What follows belongs to an exercise in optimizing a design on an open flow for small area; a production flow would make more cautious choices. RTL that was checked went through simulation tests only; none was proved equivalent to the original. The RTL of runs 6 and 7 was laid out without a check of its function. Power figures rest on the tool's default switching activity, not on a simulated workload.

==> config.mk <==
export PLATFORM = sky130hd
export DESIGN_NAME = dht22_ctrl
export DESIGN_NICKNAME = dht22_ctrl
export VERILOG_FILES = /design/flow/design.v
export SDC_FILE = /design/flow/constraint.sdc
export NUM_CORES = 4
export LEC_CHECK = 0
export CAP_MARGIN = 20
export CORE_MARGIN = 2
export CORE_UTILIZATION = 40
export SLEW_MARGIN = 20
==> constraint.sdc <==
create_clock -name core_clock -period 10.0 [get_ports {clk}]
set_input_delay 2.0000 -clock core_clock [delete_from_list [all_inputs] [get_ports {clk}]]
set_output_delay 2.0000 -clock core_clock [all_outputs]
set_load 0.01 [all_outputs]
==> design.v <==
module dht22_ctrl #(
    parameter integer CLKS_PER_US     = 3,
    parameter integer START_LOW_US    = 2000,
    parameter integer MIN_INTERVAL_MS = 10,
    parameter integer ACK_TIMEOUT_US  = 200,
    parameter integer CAL_TIMEOUT_US  = 200,
    parameter integer LEAD_SLACK_US   = 30,
    parameter integer SETTLE_US       = 40,
    parameter integer CLASS_THRESH_US = 40,
    parameter integer CAL_MAX_BITS    = 40
) (
    input  wire        clk,
    input  wire        rst,
    input  wire        bus_req,
    input  wire        bus_we,
    input  wire [3:0]  bus_addr,
    input  wire [31:0] bus_wdata,
    output wire        bus_ack,
    output reg  [31:0] bus_rdata,
    input  wire        line_in,
    output reg         line_oe,
    output reg         line_out
);
    localparam [2:0] PH_IDLE      = 3'd0;
    localparam [2:0] PH_START_LOW = 3'd1;
    localparam [2:0] PH_W_RESP    = 3'd2;
    localparam [2:0] PH_W_ACKL    = 3'd3;
    localparam [2:0] PH_W_ACKH    = 3'd4;
    localparam [2:0] PH_W_LEAD    = 3'd5;
    localparam [2:0] PH_SETTLE    = 3'd6;
    localparam [2:0] PH_W_HIGH    = 3'd7;
    localparam [2:0] OP_BEGIN   = 3'd1;
    localparam [2:0] OP_RECOVER = 3'd2;
    localparam [2:0] OP_READ    = 3'd3;
    localparam [2:0] OP_MEASURE = 3'd4;
    localparam [2:0] OP_START   = 3'd5;
    localparam [10:0] LEAD_OFS = 11'd256 - LEAD_SLACK_US;
    reg [1:0]  pre;             
    reg [9:0]  us_cnt;
    reg [31:0] now_ms;
    reg [3:0]  ecnt;            
    reg [2:0]  phase;
    reg        mode;
    reg [2:0]  op;
    reg [10:0] cnt;
    reg [5:0]  bitcnt;
    reg        pend_valid;
    reg [2:0]  pend_cmd;
    reg        done;
    reg        e_cal, e_dec;    
    reg [2:0]  e_g;
    reg        cached;
    reg        ovr;
    reg        ill;
    reg [1:0]  lstate;
    reg        recovering;
    reg        cal_done;
    reg        ts_valid;
    reg [31:0] last_start_ms;
    reg [7:0]  p_ackl, p_ackh, p_lead, p_h1;
    reg [5:0]  p_h0;
    reg [7:0]  c_ackl, c_ackh, c_lead, c_h1;
    reg [5:0]  c_h0;
    reg        seen0, seen1;
    reg [39:0] acc;
    reg [39:0] frame;
    reg        frame_valid;
    reg [7:0]  cs_calc;
    reg        fr_w, cs_w;      
    reg        line_meta, line_sync;
    wire tick = pre[1];
    wire s    = line_sync;
    wire us_wrap = &{us_cnt[9:5], us_cnt[2:0]};          
    wire [31:0] now_inc = now_ms + 32'd1;
    wire        now_hits_last = (now_inc == last_start_ms);
    wire interval_busy = ts_valid & ~(ecnt[3] & ecnt[1]);   
    wire idle = (phase == PH_IDLE);
    wire busy = pend_valid | ~idle;
    wire [2:0] dstate = idle ? {1'b0, lstate} : (mode ? 3'd2 : 3'd4);
    assign bus_ack = bus_req & ~tick & ~rst;
    wire   bus_wr  = bus_ack & bus_we;
    wire [10:0] c = cnt + 11'd1;
    wire [7:0]  d = c[7:0];
    wire c_start = &{c[10:6], c[4]};                     
    wire c_settle = c[5] & c[3];                         
    wire c_200   = c[7] & c[6] & c[3];                   
    wire wait_level = ~phase[0] | (phase[1] & phase[2]);
    wire wait_end   = (s != wait_level);
    wire bound_hit  = mode ? c_200 :
                      (phase == PH_W_LEAD) ? (d == p_lead) :
                      (phase == PH_W_HIGH) ? (d == p_h1) : c_200;
    reg [2:0] wait_stage;
    always @(*) begin
        case (phase)
            PH_W_ACKH: wait_stage = 3'd2;
            PH_W_LEAD: wait_stage = (bitcnt == 6'd0) ? 3'd3 : 3'd5;
            PH_W_HIGH: wait_stage = 3'd4;
            default:   wait_stage = 3'd1;
        endcase
    end
    wire        cls = (d > 8'd40);
    wire [5:0]  h0  = (~cls & ~seen0) ? d[5:0] : c_h0;
    wire [7:0]  h1  = ( cls & ~seen1) ? d : c_h1;
    wire        s0  = seen0 | ~cls;
    wire        s1  = seen1 |  cls;
    wire [5:0]  nb  = bitcnt + 6'd1;
    wire [7:0]  cs_sum = acc[39:32] + acc[31:24] + acc[23:16] + acc[15:8];
    wire [39:0] frame_r = fr_w ? frame : 40'd0;
    wire [7:0]  cs_r    = cs_w ? cs_calc : 8'd0;
    wire [7:0]  pa_l    = cal_done ? p_ackl : 8'd0;
    wire [7:0]  pa_h    = cal_done ? p_ackh : 8'd0;
    wire [7:0]  pl      = cal_done ? p_lead : 8'd0;
    wire [5:0]  ph0     = cal_done ? p_h0 : 6'd0;
    wire [7:0]  ph1     = cal_done ? p_h1 : 8'd0;
    wire [31:0] lst_r   = ts_valid ? last_start_ms : 32'd0;
    wire [15:0] temp_mag    = {1'b0, frame[22:8]};
    wire [15:0] temp_tenths = frame[23] ? (16'd0 - temp_mag) : temp_mag;
    always @(*) begin
        case (bus_addr)
            4'h1: bus_rdata = {4'd0, bitcnt, phase, op, cached, mode, ill, ovr,
                               line_out, line_oe, ts_valid, interval_busy, frame_valid,
                               cal_done, recovering, dstate, done, busy};
            4'h2: bus_rdata = {26'd0, e_cal, e_dec, 1'b0, e_g};
            4'h3: bus_rdata = frame_r[39:8];
            4'h4: bus_rdata = {16'd0, cs_r, frame_r[7:0]};
            4'h5: bus_rdata = acc[31:0];
            4'h6: bus_rdata = {24'd0, acc[39:32]};
            4'h7: bus_rdata = {8'd0, pa_h, 8'd0, pa_l};
            4'h8: bus_rdata = {24'd0, pl};
            4'h9: bus_rdata = {8'd0, ph1, 10'd0, ph0};
            4'hA: bus_rdata = lst_r;
            4'hB: bus_rdata = now_ms;
            4'hC: bus_rdata = fr_w ? {temp_tenths, frame[39:24]} : 32'd0;
            default: bus_rdata = 32'd0;
        endcase
    end
    always @(posedge clk) begin
        line_meta <= line_in;
        line_sync <= line_meta;
    end
    reg ts_set;
    always @(posedge clk) begin
        if (rst) begin
            pre           <= 2'b00;
            us_cnt        <= 10'd0;
            now_ms        <= 32'd0;
            phase         <= PH_IDLE;
            mode          <= 1'b0;
            op            <= 3'd0;
            bitcnt        <= 6'd0;
            pend_valid    <= 1'b0;
            done          <= 1'b0;
            e_cal         <= 1'b0;
            e_dec         <= 1'b0;
            e_g           <= 3'd0;
            cached        <= 1'b0;
            ovr           <= 1'b0;
            ill           <= 1'b0;
            lstate        <= 2'd0;
            recovering    <= 1'b0;
            cal_done      <= 1'b0;
            ts_valid      <= 1'b0;
            acc           <= 40'd0;
            frame_valid   <= 1'b0;
            fr_w          <= 1'b0;
            cs_w          <= 1'b0;
            line_oe       <= 1'b0;
            line_out      <= 1'b0;
        end else begin
            pre <= {pre[0], ~pre[0] & ~pre[1]};
            if (bus_wr && bus_addr == 4'h0) begin
                if (bus_wdata == 32'd0) begin
                end else if (bus_wdata[31:3] != 29'd0 || bus_wdata[2:1] == 2'b11) begin
                    ill <= 1'b1;
                end else if (busy) begin
                    ovr <= 1'b1;
                end else begin
                    pend_valid <= 1'b1;
                end
            end
            if (bus_wr && bus_addr == 4'h1) begin
                if (bus_wdata[12]) ovr <= 1'b0;
                if (bus_wdata[13]) ill <= 1'b0;
            end
            if (tick) begin
                ts_set = 1'b0;
                if (us_wrap) begin
                    us_cnt <= 10'd0;
                    now_ms <= now_inc;
                end else begin
                    us_cnt <= us_cnt + 10'd1;
                end
                case (phase)
                    PH_IDLE: if (pend_valid) begin
                        pend_valid <= 1'b0;
                        op         <= pend_cmd;
                        done       <= 1'b0;
                        cached     <= 1'b0;
                        if (pend_cmd == OP_READ && cal_done) begin
                            if (interval_busy) begin
                                cached <= frame_valid;
                                e_cal  <= 1'b0;
                                e_dec  <= 1'b0;
                                e_g    <= frame_valid ? 3'd0 : 3'd2;
                                done   <= 1'b1;
                            end else begin
                                mode     <= 1'b0;
                                phase    <= PH_START_LOW;
                                bitcnt   <= 6'd0;
                                line_oe  <= 1'b1;
                                line_out <= 1'b0;
                                acc      <= 40'd0;
                            end
                        end else if (pend_cmd[2:1] != 2'b10) begin
                            if (pend_cmd == OP_RECOVER && !recovering) begin
                                recovering  <= 1'b1;
                                frame_valid <= 1'b0;
                            end
                            if (lstate == 2'd0 || (pend_cmd == OP_RECOVER && !recovering)) begin
                                lstate   <= 2'd1;
                                ts_set    = 1'b1;
                                ts_valid <= 1'b1;
                                e_cal    <= 1'b0;
                                e_dec    <= 1'b0;
                                e_g      <= 3'd1;
                                done     <= 1'b1;
                            end else if (interval_busy) begin
                                e_cal <= 1'b0;
                                e_dec <= 1'b0;
                                e_g   <= 3'd2;
                                done  <= 1'b1;
                            end else begin
                                mode     <= 1'b1;
                                phase    <= PH_START_LOW;
                                bitcnt   <= 6'd0;
                                line_oe  <= 1'b1;
                                line_out <= 1'b0;
                                seen0    <= 1'b0;
                                seen1    <= 1'b0;
                            end
                        end else begin
                            if (interval_busy) begin
                                e_cal <= 1'b0;
                                e_dec <= 1'b0;
                                e_g   <= 3'd2;
                                done  <= 1'b1;
                            end else begin
                                mode     <= ~pend_cmd[0];
                                phase    <= PH_START_LOW;
                                bitcnt   <= 6'd0;
                                line_oe  <= 1'b1;
                                line_out <= 1'b0;
                                seen0    <= 1'b0;
                                seen1    <= 1'b0;
                            end
                        end
                    end
                    PH_START_LOW: begin
                        if (c_start) begin
                            line_oe  <= 1'b0;
                            ts_set    = 1'b1;
                            ts_valid <= 1'b1;
                            if (op == OP_START) begin
                                e_cal <= 1'b0;
                                e_dec <= 1'b0;
                                e_g   <= 3'd0;
                                done  <= 1'b1;
                                phase <= PH_IDLE;
                            end else begin
                                phase <= PH_W_RESP;
                            end
                        end
                    end
                    PH_SETTLE: begin
                        if (c_settle) begin
                            acc    <= {acc[38:0], s};
                            bitcnt <= nb;
                            phase  <= PH_W_HIGH;
                        end
                    end
                    default: begin
                        if (wait_end) begin
                            case (phase)
                                PH_W_RESP: phase <= PH_W_ACKL;
                                PH_W_ACKL: begin
                                    c_ackl <= d;
                                    phase  <= PH_W_ACKH;
                                end
                                PH_W_ACKH: begin
                                    c_ackh <= d;
                                    phase  <= PH_W_LEAD;
                                end
                                PH_W_LEAD: begin
                                    if (mode) begin
                                        if (bitcnt == 6'd0) c_lead <= d;
                                        phase <= PH_W_HIGH;
                                    end else begin
                                        phase <= PH_SETTLE;
                                    end
                                end
                                default: begin  
                                    if (mode) begin
                                        c_h0   <= h0;
                                        c_h1   <= h1;
                                        seen0  <= s0;
                                        seen1  <= s1;
                                        bitcnt <= nb;
                                        if (s0 && s1) begin
                                            p_ackl   <= c_ackl;
                                            p_ackh   <= c_ackh;
                                            p_lead   <= c_lead;
                                            p_h0     <= h0;
                                            p_h1     <= h1;
                                            cal_done <= 1'b1;
                                            if (!op[2]) begin
                                                lstate     <= 2'd3;
                                                recovering <= 1'b0;
                                            end
                                            if (op == OP_READ) begin
                                                if (interval_busy) begin
                                                    cached <= frame_valid;
                                                    e_cal  <= 1'b0;
                                                    e_dec  <= 1'b0;
                                                    e_g    <= frame_valid ? 3'd0 : 3'd2;
                                                    done   <= 1'b1;
                                                    phase  <= PH_IDLE;
                                                end else begin
                                                    mode     <= 1'b0;
                                                    phase    <= PH_START_LOW;
                                                    bitcnt   <= 6'd0;
                                                    line_oe  <= 1'b1;
                                                    line_out <= 1'b0;
                                                    acc      <= 40'd0;
                                                end
                                            end else begin
                                                e_cal <= 1'b0;
                                                e_dec <= 1'b0;
                                                e_g   <= 3'd0;
                                                done  <= 1'b1;
                                                phase <= PH_IDLE;
                                            end
                                        end else if (bitcnt == 6'd39) begin
                                            if (!op[2]) lstate <= 2'd1;
                                            if (op == OP_RECOVER) recovering <= 1'b0;
                                            e_cal <= 1'b1;
                                            e_dec <= 1'b0;
                                            e_g   <= 3'd4;
                                            done  <= 1'b1;
                                            phase <= PH_IDLE;
                                        end else begin
                                            phase <= PH_W_LEAD;
                                        end
                                    end else begin
                                        if (bitcnt[5] & bitcnt[3]) begin    
                                            line_oe  <= 1'b1;
                                            line_out <= 1'b1;
                                            cs_calc  <= cs_sum;
                                            cs_w     <= 1'b1;
                                            if (cs_sum == acc[7:0]) begin
                                                frame       <= acc;
                                                fr_w        <= 1'b1;
                                                frame_valid <= 1'b1;
                                                e_g         <= 3'd0;
                                            end else begin
                                                e_g         <= 3'd3;
                                            end
                                            e_cal <= 1'b0;
                                            e_dec <= 1'b0;
                                            done  <= 1'b1;
                                            phase <= PH_IDLE;
                                        end else begin
                                            phase <= PH_W_LEAD;
                                        end
                                    end
                                end
                            endcase
                        end else if (bound_hit) begin
                            if (mode) begin
                                if (!op[2]) lstate <= 2'd1;
                                if (op == OP_RECOVER) recovering <= 1'b0;
                                e_cal <= 1'b1;
                                e_dec <= 1'b0;
                            end else begin
                                e_cal <= 1'b0;
                                e_dec <= 1'b1;
                            end
                            e_g   <= wait_stage;
                            done  <= 1'b1;
                            phase <= PH_IDLE;
                        end
                    end
                endcase
                if (ts_set) begin
                    last_start_ms <= now_ms;
                    ecnt          <= {3'd0, us_wrap};
                end else if (us_wrap) begin
                    if (now_hits_last)
                        ecnt <= 4'd0;
                    else if (!(ecnt[3] & ecnt[1]))
                        ecnt <= ecnt + 4'd1;
                end
            end
        end
    end
    always @(posedge clk) begin
        if (bus_wr && bus_addr == 4'h0 && !busy)
            pend_cmd <= bus_wdata[2:0];
    end
    always @(posedge clk) begin
        if (tick) begin
            if (phase == PH_START_LOW) begin
                cnt <= c_start ? 11'd0 : c;
            end else if (phase == PH_SETTLE) begin
                cnt <= c_settle ? 11'd0 : c;
            end else if (phase == PH_IDLE) begin
                cnt <= 11'd0;
            end else if (wait_end) begin
                if (!mode && (phase == PH_W_ACKH || (phase == PH_W_HIGH)))
                    cnt <= LEAD_OFS;
                else
                    cnt <= 11'd0;
            end else begin
                cnt <= c;
            end
        end
    end
endmodule
==> run.sh <==
#!/bin/bash
# synth_recipe.tcl (not shown) runs the flow's synth.tcl, then flattens the netlist and writes it again
# the make line also repeats each setting of config.mk as NAME=value (left out here)
make -C /OpenROAD-flow-scripts/flow DESIGN_CONFIG=/design/flow/config.mk WORK_HOME=/design/flow/orfs CLKGATE_MAP_FILE= SYNTH_SCRIPT=/design/flow/synth_recipe.tcl finish
==> results of run 1 <==
-- state kept, by name, summed over array words and instances (netlist names), 4 cells and up --
name,count
cs_calc,8
c_lead,8
p_ackh,8
p_h0,6
p_ackl,8
c_ackl,8
now_ms,32
p_lead,8
c_h1,8
cnt,11
last_start_ms,32
frame,40
bitcnt,6
ecnt,4
c_h0,6
us_cnt,10
p_h1,8
acc,40
c_ackh,8
-- final cells by class --
class                      instances  area [µm²]  area share [%]
sequential                       295        7670            42.3
multi-input combinational       1087        7560            41.7
timing repair buffer              98         921            5.08
clock buffer                      42         912            5.03
tap                              518         648            3.57
inverter                          57         216            1.19
clock inverter                    19         210            1.16
-- worst min path at each step --
stage / startpoint / to / slack [ps]
final: line_meta / line_sync / 330
after detailed placement: line_meta / line_sync / 320
after floorplan: line_meta / line_sync / 310
after global routing: line_meta / line_sync / 330
after global placement: line_meta / line_sync / 310
after CTS: line_meta / line_sync / 330
-- stage by stage --
step           util, %  total power, µW  hold slack, ps
2_1_floorplan        -             1350             310
3_3_place_gp      43.7             1380             311
3_5_place_dp      43.7             1380             315
4_1_cts           46.6             2650             328
5_1_grt           46.6             2700             330
6_report          46.6             2630             327
-- where the power goes --
part	leakage [µW]	internal [µW]	total [µW]	switching (µW)
clock	0.000535	756	1280	522
sequential	0.00257	1280	1290	5.70
combinational	0.00293	28.5	70.1	41.6
total	0.00604	2060	2630	570
-- cell usage after synthesis, types with 46 or more instances --
cell type,count,share of area (%)
xor2_1,58,3.2
nand3_1,64,2.0
a21oi_1,62,2.0
edfxtp_1,176,33
nor2_1,175,4.1
inv_1,55,1.3
a222oi_1,46,2.9
dfxtp_1,119,15
nand2_1,95,2.2
xnor2_1,68,3.8
a22oi_1,70,3.3
clkbuf_1,74,1.7
-- per-layer routing --
layer  vias to the layer above  track usage, %  share of wire [%]
li1                       5915               -                  -
met2                       750            40.3                 45
met4                         0            9.20                3.3
met1                      6489            35.9                 41
met3                       110            4.57                 11
met5                         -               0                  0
-- cells in the final DEF, fill, tap and decap left out, drive strengths merged, types with 46 or more instances in the layout --
cell type / count
dfxtp: 119
edfxtp: 176
xnor2: 70
nand3: 65
inv: 59
a222oi: 46
clkdlybuf4s50: 74
xor2: 59
nand2: 95
nor2: 177
a22oi: 70
a21oi: 64
-- critical path: cells and delay by family --
family,cells,cell delay [ps]
and+or+nand+nor,4,1450
AOI/OAI and AO/OA,1,260
buffers and inverters,2,1130
-- kinds of logic after synthesis --
group	Yosys count	synth area share, %
AND/OR/NAND/NOR	537	17.2
AO/OA/AOI/OAI	365	17.4
flip-flops	295	48.3
buffers and inverters	164	4.37
XOR/XNOR	137	8.48
adder cells (fa/ha/maj)	32	3.18
multiplexers	16	1.04
==> impl_metrics.json, run 1 <==
{
  "insertedDiodeCount": 0,
  "vias": 13300,
  "cts_made_buffers": 35,
  "cp_max_fo": 18,
  "clk_path_buf_depth": 3,
  "hp-class": "reg2reg",
  "grt_pass1_wl_um": 80000,
  "die_area_mm2": 0.0413,
  "synth_seq_cells": 295,
  "cp_common_cell": "clkdlybuf4s50_1",
  "wire_per_inst_um": 25.3,
  "design_area_mm2": 0.0181,
  "drt_wl_total_um": 53500,
  "ant_nets": 0,
  "core_area_mm2": 0.0389,
  "viasPerCell": 6.27,
  "placement.io_buffers": 75,
  "setup_tns_ps": 0,
  "vdd_drop_max_mv": 0.0946,
  "synth_fp_nets": 1619,
  "post_cts_resized": 0,
  "place_area_mm2": 0.0170,
  "ys_types": 101,
  "gp_congestion": 0.963,
  "fillCellCount": 3652,
  "cts.sinks": 295,
  "syn_to_final_growth_pct": 14.2,
  "cts_max_level": 2,
  "hold_viol_final": 0,
  "fin_crit_ps": 6860,
  "critPathKind": "in2out",
  "min_path_cells": 0,
  "die_y_um": 203,
  "outcome": "complete, no violations",
  "tightest_slew_ps": 1070,
  "cp.arrival_ps": 4860,
  "r2r-start": "acc[17]",
  "clk_latency_ps": 540,
  "clockRootBuffer": "clkbuf_16",
  "synthesis.area_mm2": 0.0159,
  "setup_viol": 0,
  "placedCellCount": 2055,
  "num_rows": 72,
  "synthArstFlopShare_pct": 0,
  "yosysWarnings": 1,
  "layout-drive-gt1-share_pct": 7.63,
  "grt-ovfl-total": 0,
  "post_cts_buffers": 0,
  "dp_slack_ps": 3090,
  "layout_setup_ws_ps": 3140,
  "grt_max_degree": 76,
  "maxCapViolCount": 0,
  "synth-edff-count": 176,
  "fmax_mhz": 146,
  "cp-endpoint": "bus_rdata[5]",
  "power.density_mw_per_mm2": 145,
  "drv_slew": 0,
  "drc": 0,
  "clk_pin_slew_worst_paths_ps": 60,
  "grt_antenna_before_repair": 1,
  "max_slew_margin_pct": 28.9,
  "nets": 1647,
  "fin_crit_sh_pct": 68.6,
  "crit_required_ps": 8000,
  "die_w_um": 203,
  "cp-end-kind": "output port",
  "drt_iter0_markers": 1816,
  "critPathMaxStageDelay_ps": 760,
  "critPathLaunch": "bus_addr[1]",
  "cts-hold-fix-buffers": 0,
  "finalClockSkew_ps": 15.8,
  "grt_usage_pct": 25.8,
  "rsz0062_at_grt": "no",
  "cp_cell_sequence": "clkdlybuf4s50_1 > nor2_1 > and4_1 > a222oi_1 > and3_1 > nand3_1 > clkdlybuf4s50_1",
  "p_leak_uw": 0.00604,
  "synth.avg_cell_area_um2": 10.3,
  "netlist_instances": 1546,
  "synth_ff_type": "edfxtp_1",
  "critPathLaunchType": "input pin",
  "stdcell_count": 2116,
  "ys_seq_area_share_pct": 48.3,
  "rrSetupSlack_ps": 4650,
  "cts_tree": "yes",
  "cp_slowest_cell": "and4_1",
  "grt_pass1_vias": 12500,
  "io_pins": 76,
  "r2r-end": "frame[5]",
  "ff2ff_path_depth": 13,
  "initial_utilization_pct": 40.8,
  "post-dp-hpwl_um": 39100,
  "first_pass_iters": 10
}
==> inputs of run 2 (changes only) <==
==> flow/run.sh (new file) <==
#!/bin/bash
# Standard ORFS layout (the standard.sh) with two changes:
#  - ports are buffered with the smallest buffer instead of clkdlybuf4s50_1
#  - CTS uses small clock buffers, larger sink clusters and no dummy loads
set -euo pipefail
export BUFFER_PORTS_ARGS="-buffer_cell sky130_fd_sc_hd__buf_1"
export CTS_ARGS="-sink_clustering_enable -repair_clock_nets -dont_use_dummy_load -buf_list sky130_fd_sc_hd__clkbuf_8 -sink_clustering_size 16 -sink_clustering_max_diameter 50"
bash standard.sh > standard.log 2>&1
==> standard.sh (new file) <==
#!/bin/bash
# synth_recipe.tcl (not shown) runs the flow's synth.tcl, then flattens the netlist and writes it again
# the make line also repeats each setting of config.mk as NAME=value (left out here)
make -C /OpenROAD-flow-scripts/flow DESIGN_CONFIG=/design/flow/config.mk WORK_HOME=/design/flow/orfs CLKGATE_MAP_FILE= SYNTH_SCRIPT=/design/flow/synth_recipe.tcl "${@:-finish}"
removed: run.sh
==> run 2 against run 1 <==
  * First-iteration DRC count is 4.4% higher
  * Critical path depth up 1
  * Sequential share of layout area increased by 2.7 points
  * Clock power down 41%
  * Critical endpoint unchanged
==> impl_metrics.json, run 2 <==
{
  "hold_viol_final": 0,
  "rsz0062_at_grt": "no",
  "fillCellCount": 3712,
  "insertedDiodeCount": 0,
  "fin_crit_ps": 6240,
  "rrSetupSlack_ps": 4510,
  "layout-drive-gt1-share_pct": 6.80,
  "top_regs": "acc: 40 flops, frame: 40 flops",
  "postLayoutCoreUtil_pct": 43.8,
  "clk_path_buf_depth": 3,
  "yosys.cell_count.top_type": "edfxtp_1",
  "first_pass_iters": 9,
  "critPathLaunchType": "input pin",
  "cp-end-kind": "output port",
  "ant_nets": 0,
  "stdcell_count": 2091,
  "die_y_um": 203,
  "hp-class": "reg2reg",
  "min_path_cells": 0,
  "ff2ff_path_depth": 13,
  "drv_slew": 0,
  "finalClockSkew_ps": 78.0,
  "mostFrequentLayoutCell": "edfxtp_1",
  "cts.sinks": 295,
  "clk_latency_ps": 630,
  "viasPerCell": 6.24,
  "post_cts_buffers": 0,
  "post-dp-hpwl_um": 38600,
  "placedCellCount": 2054,
  "core_area_mm2": 0.0389,
  "r2r-end": "frame[37]",
  "grt_antenna_before_repair": 2,
  "yosysWarnings": 1,
  "die_w_um": 203,
  "cts_max_level": 2,
  "layout_setup_ws_ps": 3760,
  "grt_max_degree": 85,
  "tightest_slew_ps": 1140,
  "synth-edff-count": 176,
  "fin_crit_sh_pct": 62.4,
  "maxCapViolCount": 0,
  "cp_max_fo": 14,
  "cts_tree": "yes",
  "hold-worst-slack_ps": 328,
  "synthesis.area_mm2": 0.0159,
  "yosysTopAreaCell": "edfxtp_1",
  "io_pins": 76,
  "power.density_mw_per_mm2": 123,
  "critPathLaunch": "bus_addr[3]",
  "ys_seq_area_share_pct": 48.3,
  "grt-ovfl-total": 0,
  "post_cts_resized": 0,
  "multi_input_area_mm2": 0.00756,
  "outcome": "complete, no violations",
  "final_cell_mix": "edfxtp_1, nor2_1, dfxtp_1",
  "synthArstFlopShare_pct": 0,
  "seq_area_mm2": 0.00767,
  "cts_made_buffers": 37,
  "drt_iter0_markers": 1895,
  "r2r-start": "acc[25]",
  "placement.io_buffers": 75,
  "yosys-top-cells-count": "edfxtp_1, nor2_1, dfxtp_1",
  "synth_seq_cells": 295,
  "gp_congestion": 0.962,
  "synth_top_area_share_pct": 33.3,
  "setup_viol": 0,
  "p_leak_uw": 0.00558,
  "holdPathEnd": "line_sync",
  "grt_pass1_wl_um": 78600,
  "dp_slack_ps": 3810,
  "drc": 0,
  "synth_fp_nets": 1619,
  "die_area_mm2": 0.0413,
  "clockRootBuffer": "clkbuf_8",
  "fmax_mhz": 160,
  "clk_pin_slew_worst_paths_ps": 60,
  "netlist_instances": 1546,
  "num_rows": 72,
  "crit_required_ps": 8000,
  "critPathKind": "in2out",
  "drt_wl_total_um": 52500,
  "cts-hold-fix-buffers": 0,
  "vias": 13000,
  "setup_tns_ps": 0,
  "synth_area_leaders": "edfxtp_1, dfxtp_1, nor2_1, xnor2_1, a22oi_1",
  "synth_ff_type": "edfxtp_1",
  "initial_utilization_pct": 40.8,
  "grt_pass1_vias": 12400,
  "syn_to_final_growth_pct": 7.38,
  "ys_types": 101,
  "grt_usage_pct": 25.4,
  "max_slew_margin_pct": 23.5,
  "wire_per_inst_um": 25.1,
  "vdd_drop_max_mv": 0.0656,
  "nets": 1648,
  "synth.avg_cell_area_um2": 10.3,
  "cp.arrival_ps": 4240,
  "hold_start": "line_meta"
}
==> run 2: worst max-delay path: stages <==
cell	delay (ps)
buf_1	280
nor2b_1	280
nand2_1	100
nor2_1	820
a222oi_1	200
and3_1	240
nand3_1	130
buf_1	170
==> run 2: cells by family after synthesis <==
family / after synthesis / synth area share (%)
adder cells (fa/ha/maj): 32 / 3.18
AND/OR/NAND/NOR: 537 / 17.2
AO/OA/AOI/OAI: 365 / 17.4
multiplexers: 16 / 1.04
buffers and inverters: 164 / 4.37
XOR/XNOR: 137 / 8.48
flip-flops: 295 / 48.3
==> run 2: worst max path at each step <==
stage | slack, ps | end
after floorplan | 4240 | p_ackh[0]
after global placement | 3880 | bus_rdata[5]
after detailed placement | 3810 | bus_rdata[5]
after CTS | 3800 | bus_rdata[5]
after global routing | 3580 | bus_rdata[5]
final | 3760 | bus_rdata[5]
==> run 2: cell type report <==
class                      instances  area share [%]
clock buffer                      37            2.99
inverter                          57            1.27
multi-input combinational       1087            44.3
sequential                       295            45.0
timing repair buffer              97            2.64
tap                              518            3.80
==> run 2: report_power, final <==
group / internal (µW) / switching [µW]
logic: 18.3 / 41.4
clock network: 328 / 429
registers: 1280 / 5.37
total: 1630 / 476
==> run 2: through the flow <==
step	instance area (µm²)	total power, µW
after floorplan	15900	1350
after global placement	16500	1370
after detailed placement	16500	1370
after CTS	17000	2120
after global routing	17000	2160
final	17000	2100
==> run 2: per-layer routing <==
metal  routed length (µm)  global-route usage [%]
met5                    0                       0
met4                 2320                    10.5
met3                 5950                    6.68
met2                23100                    38.3
met1                21100                    34.5
==> inputs of run 3 (changes only) <==
--- a/flow/run.sh
+++ b/flow/run.sh
@@ -6,3 +6,3 @@
 export BUFFER_PORTS_ARGS="-buffer_cell sky130_fd_sc_hd__buf_1"
-export CTS_ARGS="-sink_clustering_enable -repair_clock_nets -dont_use_dummy_load -buf_list sky130_fd_sc_hd__clkbuf_8 -sink_clustering_size 16 -sink_clustering_max_diameter 50"
+export CTS_ARGS="-sink_clustering_enable -repair_clock_nets -dont_use_dummy_load -buf_list sky130_fd_sc_hd__clkbuf_4 -sink_clustering_size 10 -sink_clustering_max_diameter 40"
 bash standard.sh > standard.log 2>&1
==> run 3 against run 2 <==
  * Still clean
  * Die area stayed put
  * Sequential cell count unchanged
  * Register-to-register slack got worse by 30 ps
  * Via count grew 1.3%
==> impl_metrics.json, run 3 <==
{
  "netlist_instances": 1546,
  "syn_to_final_growth_pct": 6.45,
  "maxCapViolCount": 0,
  "setup_viol": 0,
  "yosys-top-cells-count": "edfxtp_1, nor2_1, dfxtp_1",
  "crit_buf_inv": 2,
  "cp_common_cell": "buf_1",
  "clk_pin_slew_worst_paths_ps": 110,
  "yosysTopAreaCell": "edfxtp_1",
  "initial_utilization_pct": 40.8,
  "post-dp-hpwl_um": 38600,
  "synth_ff_type": "edfxtp_1",
  "drt_wl_total_um": 52600,
  "hp-class": "reg2reg",
  "critPathMaxStageDelay_ps": 840,
  "dp_slack_ps": 3810,
  "io_pins": 76,
  "ant_nets": 0,
  "fin_crit_ps": 6270,
  "hold_viol_final": 0,
  "grt-ovfl-total": 0,
  "yosysWarnings": 1,
  "critPathKind": "in2out",
  "drc": 0,
  "cp.arrival_ps": 4270,
  "p_comb_share_pct": 3.0,
  "nets": 1659,
  "cts-hold-fix-buffers": 0,
  "cp_max_fo": 14,
  "layout-drive-gt1-share_pct": 7.45,
  "drv_slew": 0,
  "crit_required_ps": 8000,
  "die_w_um": 203,
  "cp_cell_sequence": "buf_1 > nor2b_1 > nand2_1 > nor2_1 > a222oi_1 > and3_1 > nand3_1 > buf_1",
  "vdd_drop_max_mv": 0.0513,
  "die_area_mm2": 0.0413,
  "vias": 13200,
  "wire_per_inst_um": 25.0,
  "clockRootBuffer": "clkbuf_4",
  "ys_types": 101,
  "mostFrequentLayoutCell": "edfxtp_1",
  "seq_power_share_pct": 64.8,
  "first_pass_iters": 12,
  "cp_slowest_cell": "nor2_1",
  "core_area_mm2": 0.0389,
  "outcome": "complete, no violations",
  "hold_start": "line_meta",
  "swShare_pct": 23.5,
  "critPathLaunch": "bus_addr[3]",
  "grt_pass1_wl_um": 78800,
  "cts_max_level": 2,
  "setup_tns_ps": 0,
  "synth_top_area_share_pct": 33.3,
  "fmax_mhz": 159,
  "synth_area_leaders": "edfxtp_1, dfxtp_1, nor2_1, xnor2_1, a22oi_1",
  "grt_usage_pct": 25.4,
  "post_cts_resized": 0,
  "viasPerCell": 6.28,
  "fin_crit_sh_pct": 62.7,
  "final_cell_mix": "edfxtp_1, nor2_1, dfxtp_1",
  "rrSetupSlack_ps": 4480,
  "synthArstFlopShare_pct": 0,
  "die_y_um": 203,
  "grt_antenna_before_repair": 3,
  "fillCellCount": 3748,
  "finalClockSkew_ps": 106,
  "synth_seq_cells": 295,
  "post_cts_buffers": 0,
  "p_leak_uw": 0.00553,
  "path_depth": 8,
  "crit_family": "simple AND/OR/NAND/NOR gates",
  "ys_seq_area_share_pct": 48.3,
  "cts.sinks": 295,
  "num_rows": 72,
  "max_slew_margin_pct": 23.4,
  "min_path_cells": 0,
  "internal-power_uw": 1510,
  "cts_made_buffers": 48,
  "critPathLaunchType": "input pin",
  "yosys.cell_count.top_type": "edfxtp_1",
  "placement.io_buffers": 75,
  "drt_iter0_markers": 1971,
  "clk_path_buf_depth": 3,
  "clkPwrFrac_pct": 32.2,
  "p_sw_uw": 466,
  "top_regs": "acc: 40 flops, frame: 40 flops",
  "r2r-end": "frame[8]",
  "synth_fp_nets": 1619,
  "ff2ff_path_depth": 13,
  "holdPathEnd": "line_sync",
  "grt_max_degree": 85,
  "rsz0062_at_grt": "no",
  "gp_congestion": 0.962,
  "clk_latency_ps": 810,
  "r2r-start": "acc[9]",
  "power.density_mw_per_mm2": 117,
  "cts_tree": "yes",
  "synthesis.area_mm2": 0.0159,
  "tightest_slew_ps": 1140,
  "layout_setup_ws_ps": 3730,
  "grt_pass1_vias": 12500,
  "synth-edff-count": 176,
  "cp-end-kind": "output port",
  "synth.avg_cell_area_um2": 10.3
}
==> run 3: cell counts after synthesis <==
Identical to the previous run, type by type.
==> run 3: how the worst max path moves through the flow <==
stage               slack [ps]           end
global route              3580  bus_rdata[5]
floorplan                 4240     p_ackh[0]
detailed placement        3810  bus_rdata[5]
finish                    3730  bus_rdata[5]
global placement          3880  bus_rdata[5]
CTS                       3800  bus_rdata[5]
==> run 3: cells by family (layout without fill, tap and decap cells) <==
family          count (synthesis)  after routing  synth area share [%]
compound gates                365            365                  17.4
xor+xnor                      137            137                  8.48
fa+ha+maj                      32             32                  3.18
buf+inv                       164            202                  4.37
flops                         295            295                  48.3
mux                            16             16                  1.04
other cells                     0              1                     0
simple gates                  537            537                  17.2
==> run 3: worst reg2reg max path, cell delays in order (launching register included) <==
cell and delay, ps:
dfxtp_1 400, inv_1 80, fa_1 520, fa_1 520, inv_1 50, ha_1 240
fa_1 440, a211oi_1 260, o21bai_1 100, a21oi_1 180, xnor2_1 190, xnor2_1 100
nor4_1 950, and2_2 1010
==> run 3: final cells by class <==
| class | instances | area (µm²) | area share [%] |
|---|---|---|---|
| flip-flops and latches | 295 | 7670 | 45.4 |
| multi-input cells | 1087 | 7560 | 44.7 |
| well taps | 518 | 648 | 3.83 |
| repair buffers | 97 | 450 | 2.66 |
| clock buffers | 48 | 360 | 2.13 |
| inverters | 57 | 216 | 1.28 |
| diodes | 1 | 2.50 | 0.0148 |
==> run 3: power groups by stage <==
stage | clock network [µW] | logic [µW] | registers (µW)
floorplan | 0 | 38.9 | 1310
global placement | 0 | 57.9 | 1310
detailed placement | 0 | 58.8 | 1310
CTS | 653 | 59.0 | 1280
global route | 695 | 64.6 | 1280
finish | 637 | 59.9 | 1280
==> run 3: stage by stage <==
step	util, %	instance area, µm²	total power (µW)	std cells	hold slack, ps
after global placement	42.5	16500	1370	2054	318
after CTS	43.4	16900	2000	2102	338
after floorplan	-	15900	1350	1546	310
after detailed placement	42.5	16500	1370	2054	312
final	43.4	16900	1980	2103	338
after global routing	43.4	16900	2040	2103	345
==> run 3: per-layer routing <==
metal / vias to the layer above / global-route usage (%) / share of wire [%]
li1: 5922 / - / -
met1: 6342 / 34.6 / 40
met2: 807 / 37.9 / 44
met3: 138 / 6.54 / 11
met4: 0 / 11.4 / 4.6
met5: - / 0 / 0
==> inputs of run 4 (changes only) <==
--- a/design.v
+++ b/design.v
@@ -36,5 +36,4 @@
     localparam [2:0] OP_START   = 3'd5;
-    localparam [10:0] LEAD_OFS = 11'd256 - LEAD_SLACK_US;
     reg [1:0]  pre;             
-    reg [9:0]  us_cnt;
+    reg [9:0]  us_lfsr;         
     reg [31:0] now_ms;
@@ -72,3 +71,3 @@
     wire s    = line_sync;
-    wire us_wrap = &{us_cnt[9:5], us_cnt[2:0]};          
+    wire us_wrap = (us_lfsr == 10'b1010110010);
     wire [31:0] now_inc = now_ms + 32'd1;
@@ -88,5 +87,7 @@
     wire wait_end   = (s != wait_level);
+    wire c_lead_b = c[8] & c[4] & c[3] & c[2] & c[0];    
+    wire c_high_b = &c[7:0];                             
     wire bound_hit  = mode ? c_200 :
-                      (phase == PH_W_LEAD) ? (d == p_lead) :
-                      (phase == PH_W_HIGH) ? (d == p_h1) : c_200;
+                      (phase == PH_W_LEAD) ? c_lead_b :
+                      (phase == PH_W_HIGH) ? c_high_b : c_200;
     reg [2:0] wait_stage;
@@ -144,3 +145,3 @@
             pre           <= 2'b00;
-            us_cnt        <= 10'd0;
+            us_lfsr       <= 10'd0;
             now_ms        <= 32'd0;
@@ -187,6 +188,6 @@
                 if (us_wrap) begin
-                    us_cnt <= 10'd0;
-                    now_ms <= now_inc;
+                    us_lfsr <= 10'd0;
+                    now_ms  <= now_inc;
                 end else begin
-                    us_cnt <= us_cnt + 10'd1;
+                    us_lfsr <= {us_lfsr[8:0], ~(us_lfsr[9] ^ us_lfsr[6])};
                 end
@@ -413,3 +414,3 @@
             end else if (phase == PH_SETTLE) begin
-                cnt <= c_settle ? 11'd0 : c;
+                cnt <= c_settle ? {3'd0, ~p_h1} : c;    
             end else if (phase == PH_IDLE) begin
@@ -418,3 +419,3 @@
                 if (!mode && (phase == PH_W_ACKH || (phase == PH_W_HIGH)))
-                    cnt <= LEAD_OFS;
+                    cnt <= {3'd0, ~p_lead};
                 else
==> flow/run.sh (replaced) <==
#!/bin/bash
# Layout flow: the standard synthesis, then the combinational logic between
# the registers is re-mapped by ABC for area (registers, their names and cell
# types are kept), then the standard layout from that netlist, with the
# ports buffered by the smallest buffer and a clock tree of small buffers.
# Each tool's output goes to a log file here.
set -euo pipefail
here=$(pwd)
res=$here/orfs/results/$FLOW_PLATFORM/dht22_ctrl/base
lib=$FLOW_HOME/platforms/$FLOW_PLATFORM/lib/sky130_fd_sc_hd__tt_025C_1v80.lib
yosys_bin=$FLOW_HOME/../tools/install/yosys/bin/yosys
[[ -x $yosys_bin ]] || yosys_bin=yosys

# 1. standard synthesis
bash standard.sh synth > synth.log 2>&1

# 2. area re-mapping of the combinational logic
dont_use=""
for c in $(sed -n '/^export DONT_USE_CELLS/,/^$/p' $FLOW_HOME/platforms/$FLOW_PLATFORM/config.mk | tr -d '\\' | tr ' ' '\n' | grep '^sky130'); do
  dont_use="$dont_use -dont_use $c"
done
cp $res/1_2_yosys.v $here/synth_standard.v
cat > reopt.ys <<EOY
read_liberty -ignore_miss_func $lib
read_verilog $here/synth_standard.v
hierarchy -top $FLOW_TOP
setattr -mod -set keep_hierarchy 1 sky130_fd_sc_hd__dfxtp_1 sky130_fd_sc_hd__dfxtp_2 sky130_fd_sc_hd__dfxtp_4 sky130_fd_sc_hd__edfxtp_1 sky130_fd_sc_hd__conb_1
flatten
opt_clean -purge
abc -liberty $lib $dont_use -script $here/flow/area.abc
splitnets
opt_clean -purge
hilomap -singleton -hicell sky130_fd_sc_hd__conb_1 HI -locell sky130_fd_sc_hd__conb_1 LO
select $FLOW_TOP
insbuf -buf sky130_fd_sc_hd__buf_4 A X
write_verilog -noattr -nohex -nodec -selected $here/synth_reopt.v
EOY
$yosys_bin -s reopt.ys > reopt.log 2>&1
cp $here/synth_reopt.v $res/1_2_yosys.v
rm -f $res/1_synth.odb $res/1_synth.sdc

# 3. layout
export BUFFER_PORTS_ARGS="-buffer_cell sky130_fd_sc_hd__buf_1"
export CTS_ARGS="-sink_clustering_enable -repair_clock_nets -dont_use_dummy_load -buf_list sky130_fd_sc_hd__clkbuf_4 -sink_clustering_size 10 -sink_clustering_max_diameter 40"
bash standard.sh > layout.log 2>&1
==> flow/area.abc (new file) <==
strash
&get -n
&fraig -x
&put
scorr
dc2
dc2
strash
&get -n
&syn2
&dc2
&dch -f
&nf -R 1000
&put
--- a/config.mk
+++ b/config.mk
@@ -9,3 +9,3 @@
 export CORE_MARGIN = 2
-export CORE_UTILIZATION = 40
+export CORE_UTILIZATION = 65
 export SLEW_MARGIN = 20
==> run 4 against run 3 <==
  * Still clean on timing, DRC and antenna
  * Setup slack worse by 110 ps
  * Sequential cell count unchanged
  * First-iteration DRC count up 16%
  * Non-clock buffer count up 2
  * Design area down 10%
  * Critical path depth unchanged
  * Clock-buffer cell count down 7
  * Largest cell class unchanged
  * Largest power group unchanged
  * Highest routed layer unchanged
==> impl_metrics.json, run 4 <==
{
  "p_leak_uw": 0.00490,
  "outcome": "complete, no violations",
  "cp_common_cell": "buf_1",
  "grt_antenna_before_repair": 1,
  "critPathMaxStageDelay_ps": 930,
  "nets": 1575,
  "drc": 0,
  "initial_utilization_pct": 66.5,
  "syn_to_final_growth_pct": 8.30,
  "cts.sinks": 295,
  "clockRootBuffer": "clkbuf_4",
  "met2_length_um": 19700,
  "grt_max_degree": 49,
  "grt_pass1_vias": 11600,
  "yosysWarnings": 1,
  "post-dp-hpwl_um": 33400,
  "grt-ovfl-total": 0,
  "crit_family": "simple AND/OR/NAND/NOR gates",
  "dp_slack_ps": 3780,
  "wire_per_inst_um": 25.7,
  "cts_tree": "yes",
  "layout-drive-gt1-share_pct": 5.03,
  "cts-hold-fix-buffers": 0,
  "power.density_mw_per_mm2": 126,
  "hp-class": "reg2reg",
  "ant_nets": 0,
  "top_regs": "acc: 40 flops, frame: 40 flops",
  "io_pins": 76,
  "cp_cell_sequence": "buf_1 > nor2b_1 > nand2_1 > nor3_1 > a22oi_1 > and4_1 > nand4_1 > buf_1",
  "drv_slew": 0,
  "synth.avg_cell_area_um2": 10.1,
  "clk_latency_ps": 700,
  "tightest_slew_ps": 1210,
  "die_area_mm2": 0.0228,
  "die_w_um": 151,
  "grt_usage_pct": 40.6,
  "wl_met3_um": 6600,
  "critPathKind": "in2out",
  "vdd_drop_max_mv": 0.110,
  "gp_congestion": 1.03,
  "cp_max_fo": 8,
  "core_area_mm2": 0.0211,
  "fin_crit_ps": 6380,
  "critPathLaunchType": "input pin",
  "layout_setup_ws_ps": 3620,
  "cp-end-kind": "output port",
  "cp.arrival_ps": 4380,
  "maxCapViolCount": 0,
  "post_cts_buffers": 0,
  "num_rows": 53,
  "rsz0062_at_grt": "no",
  "fmax_mhz": 157,
  "setup_tns_ps": 0,
  "fillCellCount": 1618,
  "placement.io_buffers": 75,
  "cts_max_level": 2,
  "crit_buf_inv": 2,
  "finalClockSkew_ps": 70.9,
  "netlist_instances": 1392,
  "hold_viol_final": 0,
  "cts_made_buffers": 41,
  "fin_crit_sh_pct": 63.8,
  "die_y_um": 151,
  "cp_slowest_cell": "nor3_1",
  "drt_wl_total_um": 46400,
  "drt_iter0_markers": 2278,
  "post_cts_resized": 0,
  "synthesis.area_mm2": 0.0140,
  "finalPower_uw": 1910,
  "max_slew_margin_pct": 18.5,
  "vias": 12800,
  "final_cell_mix": "edfxtp_1, nand2_1, nor2_1",
  "mostFrequentLayoutCell": "edfxtp_1",
  "first_pass_iters": 15,
  "viasPerCell": 7.08,
  "setup_viol": 0,
  "clk_pin_slew_worst_paths_ps": 100,
  "grt_pass1_wl_um": 68600,
  "crit_required_ps": 8000,
  "routed.top_layer": "met4",
  "clk_path_buf_depth": 3,
  "synth_fp_nets": 1433,
  "wl_met1_um": 17800
}
## run 4: cell types whose count changed in the layout (fill, tap and decap cells not counted), sizes merged, moves of 14 or more
cell and delta:
clkinv +24, inv -57, xor2 -24, nand3 +23, a21oi +53, ha -18
xnor2 -18, nand2 +67, nor2 -34, fa -14, a22oi -48, nor3 +30
o21ai +22
## run 4: where the power goes
| part | internal [µW] | switching [µW] | total, µW |
|---|---|---|---|
| logic | 11.7 | 33.8 | 45.4 |
| registers | 1280 | 3.36 | 1280 |
| clock network | 189 | 396 | 585 |
## run 4: layout make-up
cell class / count / area, µm² / share of cell area [%]
Tap cell: 275 / 344 / 2.27
Antenna cell: 1 / 2.50 / 0.0165
Multi-Input combinational cell: 1073 / 6310 / 41.6
Inverter: 24 / 90.1 / 0.593
Timing Repair Buffer: 99 / 465 / 3.06
Sequential cell: 295 / 7670 / 50.5
Clock buffer: 41 / 308 / 2.03
## run 4: final timing paths
check,start,endpoint,slack (ps),depth (start not counted)
min,line_meta,line_sync,370,0
min reg2reg,line_meta,line_sync,370,0
max,bus_addr[3],bus_rdata[4],3620,8
max reg2reg,now_ms[2],ecnt[2],4220,18
## run 4: per-stage QoR
stage          hold WS [ps]  cells  area (µm²)  utilization [%]
6_report                368   1808       15200             72.0
3_5_place_dp            320   1766       14900             70.5
3_3_place_gp            317   1766       14900             70.5
4_1_cts                 376   1807       15200             72.0
2_1_floorplan           310   1392       14000                -
5_1_grt                 379   1808       15200             72.0
## run 4: routing by layer
metal  global-route usage (%)  vias to the layer above
li1                         -                     5670
met4                     17.7                        0
met1                     57.7                     6016
met3                     9.55                      164
met2                     59.7                      950
met5                        0                        -
==> inputs of run 5 (changes only) <==
--- a/config.mk
+++ b/config.mk
@@ -9,3 +9,3 @@
 export CORE_MARGIN = 2
-export CORE_UTILIZATION = 65
+export CORE_UTILIZATION = 40
 export SLEW_MARGIN = 20
==> run 5 against run 4 <==
  * Still clean on timing, DRC and antenna
  * Routed wire length up 8.6%
  * Setup slack improved by 120 ps
  * Non-clock buffer count unchanged
  * Clock skew rose by 8.0 ps
  * Final cell count rose by 10%
  * Clock power is 6.7% higher
  * Fmax up 1.9%
  * Power rose by 2.0%
  * Via count shrank 2.8%
  * Highest routed layer is now met5
==> impl_metrics.json, run 5 <==
{
  "cts_max_level": 2,
  "hp-class": "reg2reg",
  "grt_antenna_before_repair": 3,
  "critPathLaunchType": "flip-flop",
  "synth.avg_cell_area_um2": 10.1,
  "maxCapViolCount": 0,
  "postLayoutCoreUtil_pct": 44.8,
  "multi_input_area_mm2": 0.00632,
  "viasPerCell": 6.24,
  "die_w_um": 191,
  "seq_area_mm2": 0.00767,
  "grt_pass1_wl_um": 74800,
  "crit_required_ps": 8000,
  "top_regs": "acc: 40 flops, frame: 40 flops",
  "fmax_mhz": 160,
  "final_cell_mix": "edfxtp_1, nand2_1, nor2_1",
  "post_cts_buffers": 0,
  "drc": 0,
  "grt_max_degree": 50,
  "core_area_mm2": 0.0345,
  "die_y_um": 191,
  "max_slew_margin_pct": 20.0,
  "cp_slowest_cell": "or4_1",
  "critPathMaxStageDelay_ps": 630,
  "syn_to_final_growth_pct": 10.4,
  "fillCellCount": 3391,
  "finalClockSkew_ps": 78.9,
  "tightest_slew_ps": 1190,
  "fin_crit_ps": 6260,
  "nets": 1580,
  "rsz0062_at_grt": "no",
  "setup_tns_ps": 0,
  "post-dp-hpwl_um": 36400,
  "cts_tree": "yes",
  "num_rows": 68,
  "drt_iter0_markers": 1931,
  "outcome": "complete, no violations",
  "cts-hold-fix-buffers": 0,
  "cp_cell_sequence": "or4_1 > or3_1 > or3_1 > or4_1 > or4_1 > nand3_1 > nand2_1 > o211ai_1 > buf_1",
  "layout_setup_ws_ps": 3740,
  "synthesis.area_mm2": 0.0140,
  "initial_utilization_pct": 40.6,
  "mostFrequentLayoutCell": "edfxtp_1",
  "gp_congestion": 0.966,
  "die_area_mm2": 0.0366,
  "setup_viol": 0,
  "post_cts_resized": 0,
  "cp-end-kind": "output port",
  "cts_made_buffers": 46,
  "clk_pin_slew_worst_paths_ps": 100,
  "crit_buf_inv": 1,
  "first_pass_iters": 7,
  "cts.sinks": 295,
  "layout-drive-gt1-share_pct": 5.27,
  "synth_fp_nets": 1433,
  "clockRootBuffer": "clkbuf_4",
  "ant_nets": 0,
  "hold-worst-slack_ps": 330,
  "cp_max_fo": 6,
  "drt_wl_total_um": 50400,
  "vias": 12400,
  "critPathKind": "reg2out",
  "netlist_instances": 1392,
  "clk_path_buf_depth": 3,
  "grt-ovfl-total": 0,
  "grt_usage_pct": 27.6,
  "grt_pass1_vias": 11700,
  "vdd_drop_max_mv": 0.0900,
  "cp_common_cell": "or4_1",
  "power.density_mw_per_mm2": 126,
  "dp_slack_ps": 3660,
  "drv_slew": 0,
  "io_pins": 76,
  "yosysWarnings": 1,
  "placement.io_buffers": 75,
  "fin_crit_sh_pct": 62.6,
  "cp.arrival_ps": 4260,
  "p_leak_uw": 0.00492,
  "crit_family": "simple AND/OR/NAND/NOR gates",
  "wire_per_inst_um": 25.3,
  "hold_viol_final": 0,
  "clk_latency_ps": 770
}
[run 5: path summary, 6_finish.rpt]
path / cells past startpoint / from / slack, ps / to
setup / recovery: 9 / frame[8] / 3740 / bus_rdata[30]
hold / removal: 0 / line_meta / 330 / line_sync
setup reg to reg: 18 / now_ms[0] / 4020 / ecnt[0]
hold reg to reg: 0 / line_meta / 330 / line_sync
[run 5: where the power goes]
part	switching, µW	internal (µW)	total [µW]
registers	3.26	1280	1280
logic	34.1	11.3	45.4
clock network	414	210	624
[run 5: worst reg2reg max path, delay by kind of cell, from the launching register on]
family	cells	cell delay, ps
XOR/XNOR	1	220
AO/OA/AOI/OAI	5	1640
AND/OR/NAND/NOR	12	3250
flip-flops	1	490
[run 5: metal layers]
metal,track usage (%),routed length (µm)
met5,0,13
met1,37.4,20800
met3,5.93,4870
met4,12.5,2170
met2,42.4,22600
[run 5: per-stage QoR]
| stage | power, µW | cells | cell area (µm²) |
|---|---|---|---|
| floorplan | 1330 | 1392 | 14000 |
| global placement | 1350 | 1945 | 15100 |
| detailed placement | 1350 | 1945 | 15100 |
| CTS | 1960 | 1991 | 15400 |
| global route | 2020 | 1994 | 15500 |
| finish | 1950 | 1995 | 15500 |
[run 5: final cells by class]
class / instances / share of cell area (%)
antenna: 3 / 0.0485
sequential: 295 / 49.5
clock buffer: 46 / 2.23
inverter: 24 / 0.582
multi-input combinational: 1073 / 40.8
timing repair buffer: 99 / 3.09
tap: 455 / 3.68
==> inputs of run 6 (changes only) <==
--- a/design.v
+++ b/design.v
@@ -73,4 +73,4 @@
     wire [31:0] now_inc = now_ms + 32'd1;
-    wire        now_hits_last = (now_inc == last_start_ms);
-    wire interval_busy = ts_valid & ~(ecnt[3] & ecnt[1]);   
+    wire        now_eq_last = (now_ms == last_start_ms);
+    wire interval_busy = ts_valid & (~(ecnt[3] & ecnt[1]) | now_eq_last);
     wire idle = (phase == PH_IDLE);
@@ -397,4 +397,4 @@
                 end else if (us_wrap) begin
-                    if (now_hits_last)
-                        ecnt <= 4'd0;
+                    if (now_eq_last)
+                        ecnt <= 4'd1;
                     else if (!(ecnt[3] & ecnt[1]))
--- a/config.mk
+++ b/config.mk
@@ -9,3 +9,3 @@
 export CORE_MARGIN = 2
-export CORE_UTILIZATION = 40
+export CORE_UTILIZATION = 65
 export SLEW_MARGIN = 20
==> run 6 against run 5 <==
  * Critical endpoint is now bus_rdata[3]
  * Setup slack got worse by 510 ps
  * Clock skew rose by 1.7 ps
  * Critical path depth did not move
  * Largest power group unchanged
  * Die area fell by 40%
  * Global-route usage rose by 10 points
  * Non-clock buffer count fell by 6
  * Design area fell by 6.0%
  * Fmax fell by 7.5%
  * Sequential share of layout area rose by 3.2 points
  * Clock-buffer cell count fell by 3
  * Critical path type is now in2out
==> impl_metrics.json, run 6 <==
{
  "outcome": "complete, no violations",
  "fin_crit_ps": 6780,
  "synthesis.area_mm2": 0.0134,
  "grt_max_degree": 55,
  "rsz0062_at_grt": "no",
  "finalClockSkew_ps": 80.7,
  "p_leak_uw": 0.00510,
  "gp_congestion": 1.04,
  "critPathLaunch": "bus_addr[0]",
  "crit_buf_inv": 2,
  "crit_family": "simple AND/OR/NAND/NOR gates",
  "post_cts_buffers": 0,
  "clk_pin_slew_worst_paths_ps": 80,
  "cp_slowest_cell": "nor2_1",
  "post-dp-hpwl_um": 30300,
  "yosysWarnings": 1,
  "synth_fp_nets": 1265,
  "ff2ff_path_depth": 22,
  "r2r-end": "now_ms[31]",
  "netlist_instances": 1224,
  "cp-endpoint": "bus_rdata[3]",
  "synth.avg_cell_area_um2": 11.0,
  "hold_viol_final": 0,
  "cp_max_fo": 14,
  "hold-worst-slack_ps": 332,
  "ant_nets": 0,
  "layout-drive-gt1-share_pct": 4.93,
  "rrSetupSlack_ps": 3780,
  "vdd_drop_max_mv": 0.139,
  "syn_to_final_growth_pct": 8.31,
  "mostFrequentLayoutCell": "edfxtp_1",
  "critPathKind": "in2out",
  "viasPerCell": 7.02,
  "die_area_mm2": 0.0218,
  "first_pass_iters": 10,
  "placement.io_buffers": 75,
  "grt_pass1_wl_um": 61900,
  "initial_utilization_pct": 66.4,
  "io_pins": 76,
  "setup_viol": 0,
  "die_y_um": 148,
  "fmax_mhz": 148,
  "drc": 0,
  "clk_latency_ps": 670,
  "cp_cell_sequence": "buf_1 > nor2b_1 > nand2b_1 > nor2_1 > o21ai_0 > nor2_1 > a211oi_1 > nand3_1 > buf_1",
  "num_rows": 52,
  "drv_slew": 0,
  "path_depth": 9,
  "r2r-start": "us_lfsr[3]",
  "cts_made_buffers": 43,
  "grt-ovfl-total": 0,
  "die_w_um": 148,
  "grt_antenna_before_repair": 1,
  "critPathMaxStageDelay_ps": 880,
  "cts-hold-fix-buffers": 0,
  "maxCapViolCount": 0,
  "core_area_mm2": 0.0202,
  "nets": 1403,
  "grt_pass1_vias": 10400,
  "post_cts_resized": 0,
  "final_cell_mix": "edfxtp_1, dfxtp_1, nand2_1",
  "crit_required_ps": 8000,
  "cts_max_level": 2,
  "hp-class": "reg2reg",
  "setup_tns_ps": 0,
  "cts.sinks": 295,
  "grt_usage_pct": 37.8,
  "vias": 11500,
  "critPathLaunchType": "input pin",
  "drt_wl_total_um": 41300,
  "clockRootBuffer": "clkbuf_4",
  "cp.arrival_ps": 4780,
  "cp-end-kind": "output port",
  "cts_tree": "yes",
  "tightest_slew_ps": 1060,
  "top_regs": "acc: 40 flops, frame: 40 flops",
  "hold_start": "line_meta",
  "wire_per_inst_um": 25.3,
  "fin_crit_sh_pct": 67.8,
  "clk_path_buf_depth": 3,
  "max_slew_margin_pct": 29.1,
  "drt_iter0_markers": 2078,
  "power.density_mw_per_mm2": 131
}
-- run 6: layout make-up --
cell class / instances / area [µm²]
repair buffers: 93 / 438
clock buffers: 43 / 323
flip-flops and latches: 295 / 7670
inverters: 44 / 165
multi-input cells: 885 / 5610
well taps: 270 / 338
diodes: 1 / 2.50
fillers: 1475 / 5690
-- run 6: report_power, final --
part           switching (µW)  leakage, µW  total [µW]  internal, µW
registers                3.53      0.00271        1280          1280
clock network             378     0.000198         576           197
logic                    35.6      0.00220        49.5          14.0
total                     417      0.00510        1910          1490
-- run 6: layer usage --
layer / part of all wire [%] / wire length [µm] / global-route usage [%]
met5: 0 / 0 / 0
met4: 5.1 / 2090 / 15.3
met3: 14 / 5850 / 10.6
met2: 42 / 17400 / 54.5
met1: 39 / 16000 / 54.4
-- run 6: worst min path at each step --
stage	depth (start not counted)	to
after floorplan	0	line_sync
after global placement	0	line_sync
after detailed placement	0	line_sync
after CTS	0	line_sync
after global routing	0	line_sync
final	0	line_sync
-- run 6: worst reg2reg max path: cells and delay by family, from the launching register on --
family / cells / cell delay [ps]
simple gates: 22 / 5820
flops: 1 / 340
-- run 6: metrics by stage --
step,cells,power [µW],setup WS [ps],utilization [%],area [µm²]
6_report,1631,1910,3220,71.9,14500
5_1_grt,1631,1960,3050,71.9,14500
4_1_cts,1630,1910,3350,71.9,14500
3_5_place_dp,1587,1360,3360,70.3,14200
3_3_place_gp,1586,1360,3470,70.1,14200
2_1_floorplan,1224,1330,4250,-,13400
==> inputs of run 7 (changes only) <==
--- a/flow/run.sh
+++ b/flow/run.sh
@@ -43,3 +43,3 @@
 export BUFFER_PORTS_ARGS="-buffer_cell sky130_fd_sc_hd__buf_1"
-export CTS_ARGS="-sink_clustering_enable -repair_clock_nets -dont_use_dummy_load -buf_list sky130_fd_sc_hd__clkbuf_4 -sink_clustering_size 10 -sink_clustering_max_diameter 40"
+export CTS_ARGS="-sink_clustering_enable -repair_clock_nets -dont_use_dummy_load -buf_list sky130_fd_sc_hd__clkbuf_8 -sink_clustering_size 20 -sink_clustering_max_diameter 40"
 bash standard.sh > layout.log 2>&1
--- a/config.mk
+++ b/config.mk
@@ -10,2 +10,3 @@
 export CORE_UTILIZATION = 65
+export GPL_TIMING_DRIVEN = 0
 export SLEW_MARGIN = 20
==> run 7 against run 6 <==
  * Clock power is 28% higher
  * Critical path type unchanged
  * Highest routed layer unchanged
  * Die area stayed put
  * Core utilization is 0.93 points higher
  * Routed wire length is 1.0% lower
  * Global-route usage is 0.31 points lower
  * Largest cell class unchanged
==> impl_metrics.json, run 7 <==
{
  "outcome": "complete, no violations",
  "cp_slowest_cell": "nor2_1",
  "first_pass_iters": 13,
  "design_area_mm2": 0.0147,
  "viasPerCell": 7.00,
  "clk_pin_slew_worst_paths_ps": 70,
  "gp_congestion": 1.00,
  "synthesis.area_mm2": 0.0134,
  "synth_fp_nets": 1265,
  "die_y_um": 148,
  "vdd_drop_max_mv": 0.168,
  "die_area_mm2": 0.0218,
  "crit_family": "simple AND/OR/NAND/NOR gates",
  "grt_pass1_vias": 10300,
  "insertedDiodeCount": 0,
  "mostFrequentLayoutCell": "edfxtp_1",
  "post-dp-hpwl_um": 30100,
  "r2r-start": "us_lfsr[3]",
  "fin_crit_ps": 7180,
  "top_regs": "acc: 40 flops, frame: 40 flops",
  "r2r-end": "now_ms[31]",
  "num_rows": 52,
  "fmax_mhz": 139,
  "cp_cell_sequence": "buf_1 > nor2b_1 > nand2b_1 > nor2_1 > o21ai_0 > nor2_1 > a211oi_1 > nand3_1 > buf_1",
  "post_cts_buffers": 0,
  "setup_viol": 0,
  "postLayoutCoreUtil_pct": 72.8,
  "grt_usage_pct": 37.5,
  "grt_pass1_wl_um": 61600,
  "drv_slew": 0,
  "cp.arrival_ps": 5180,
  "placedCellCount": 1579,
  "hold_viol_final": 0,
  "grt_max_degree": 43,
  "initial_utilization_pct": 66.4,
  "setup_tns_ps": 0,
  "ff2ff_path_depth": 22,
  "critPathLaunchType": "input pin",
  "final_cell_mix": "edfxtp_1, dfxtp_1, nand2_1",
  "cts_made_buffers": 38,
  "rrSetupSlack_ps": 3700,
  "nets": 1390,
  "yosysWarnings": 1,
  "hold_start": "line_meta",
  "die_w_um": 148,
  "power.density_mw_per_mm2": 141,
  "cts_max_level": 2,
  "fin_crit_sh_pct": 71.8,
  "io_pins": 76,
  "finalPower_uw": 2070,
  "critPathMaxStageDelay_ps": 890,
  "cts_tree": "yes",
  "fillCellCount": 1480,
  "tightest_slew_ps": 1220,
  "clockRootBuffer": "clkbuf_8",
  "maxCapViolCount": 0,
  "clk_path_buf_depth": 3,
  "max_slew_margin_pct": 18.8,
  "grt_antenna_before_repair": 0,
  "cp_max_fo": 14,
  "vias": 11300,
  "ant_nets": 0,
  "stdcell_count": 1617,
  "post_cts_resized": 0,
  "finalClockSkew_ps": 56.5,
  "drt_wl_total_um": 40900,
  "critPathKind": "in2out",
  "clk_latency_ps": 560,
  "holdPathEnd": "line_sync",
  "p_leak_uw": 0.00515,
  "cp-end-kind": "output port",
  "crit_buf_inv": 2,
  "hp-class": "reg2reg",
  "drt_iter0_markers": 1834,
  "netlist_instances": 1224,
  "wire_per_inst_um": 25.3,
  "synth.avg_cell_area_um2": 11.0,
  "cts-hold-fix-buffers": 0,
  "drc": 0,
  "crit_required_ps": 8000,
  "placement.io_buffers": 75,
  "cts.sinks": 295,
  "grt-ovfl-total": 0,
  "core_area_mm2": 0.0202,
  "rsz0062_at_grt": "no",
  "min_path_cells": 0,
  "place_area_mm2": 0.0142,
  "layout-drive-gt1-share_pct": 4.53,
  "syn_to_final_growth_pct": 9.71
}
[run 7: per-layer routing]
layer / vias to the layer above / GRT usage [%] / wire length (µm)
met2: 801 / 56.2 / 17600
li1: 5043 / - / -
met3: 135 / 8.58 / 5640
met4: 0 / 12.3 / 1580
met1: 5340 / 54.6 / 16000
met5: - / 0 / 0
[run 7: layout make-up]
| class | instances | area (µm²) | area share, % |
|---|---|---|---|
| clock buffer | 38 | 523 | 3.55 |
| inverter | 44 | 165 | 1.12 |
| tap | 270 | 338 | 2.29 |
| timing repair buffer | 85 | 408 | 2.77 |
| sequential | 295 | 7670 | 52.0 |
| multi-input combinational | 885 | 5630 | 38.2 |
[run 7: worst register-to-register path, stage by stage, from the launching register on]
cell and delay (ps):
dfxtp_1 330, or4_1 520, nor3_1 510, and3_1 320, and4_1 290, and3_1 210
and2_0 270, and3_1 230, and2_0 280, and3_1 250, and2_0 270, and3_1 240
and2_0 300, and3_1 250, and2_0 240, and3_1 220, and2_0 240, and3_1 240
and3_1 230, and3_1 250, and3_1 260, a21oi_1 90, nor3_1 180
[run 7: through the flow]
stage	hold WS, ps	worst slack (ps)
after global routing	350	2730
after CTS	345	3020
final	339	2820
after floorplan	310	4250
after global placement	310	1170
after detailed placement	322	3030
[run 7: worst max-delay path by stage]
stage          depth (start not counted)      endpoint   startpoint  slack (ps)
6_report                               9  bus_rdata[3]  bus_addr[0]        2820
5_1_grt                                9  bus_rdata[3]  bus_addr[0]        2730
4_1_cts                                9  bus_rdata[3]  bus_addr[0]        3020
3_5_place_dp                           9  bus_rdata[3]  bus_addr[0]        3030
3_3_place_gp                           6       p_h1[4]          rst        1170
2_1_floorplan                          5     p_ackh[0]          rst        4250
[run 7: where the power goes]
group	leakage, µW	switching (µW)	total (µW)	internal, µW
combinational	0.00218	34.5	49.1	14.6
sequential	0.00271	5.37	1280	1280
clock	0.000273	404	740	337

-- re-timing with driven ports --
The results above use ideal ports. As a check the final layouts listed here were re-extracted and re-timed, cells and wires unchanged.
Step 1: set_driving_cell puts a clkbuf_16 on clk and a buf_2 on each other input, an assumption about the parent block.
Step 2 moves the port delays by t, midway between the first and last clock arrival at a register: inputs arrive t later, outputs are due t later. That takes back most of the time a late clock gives input paths.
Three values: no drivers, after step 1, after step 2; two values: the first two.
run | shift t [ns] | setup slack, ns | clock arrival spread, ns | worst slew at a driven data input, ns
run 1 | 0.590 | 3.143 / 3.118 / 3.118 | 0.016 / 0.016 | 0.06
run 2 | 0.640 | 3.761 / 3.691 / 3.691 | 0.078 / 0.078 | 0.07
run 3 | 0.811 | 3.725 / 3.657 / 3.657 | 0.107 / 0.107 | 0.06
run 4 | 0.708 | 3.619 / 3.547 / 3.547 | 0.071 / 0.071 | 0.07
run 5 | 0.779 | 3.735 / 3.686 / 3.774 | 0.079 / 0.079 | 0.05
run 6 | 0.674 | 3.224 / 3.201 / 3.201 | 0.080 / 0.081 | 0.07
run 7 | 0.579 | 2.817 / 2.792 / 2.792 | 0.057 / 0.056 | 0.07
After both steps every run listed still meets setup and hold. The setup slack of run 4, which loses most, moves by -0.072 ns with the drivers and by -0.072 ns with both steps.
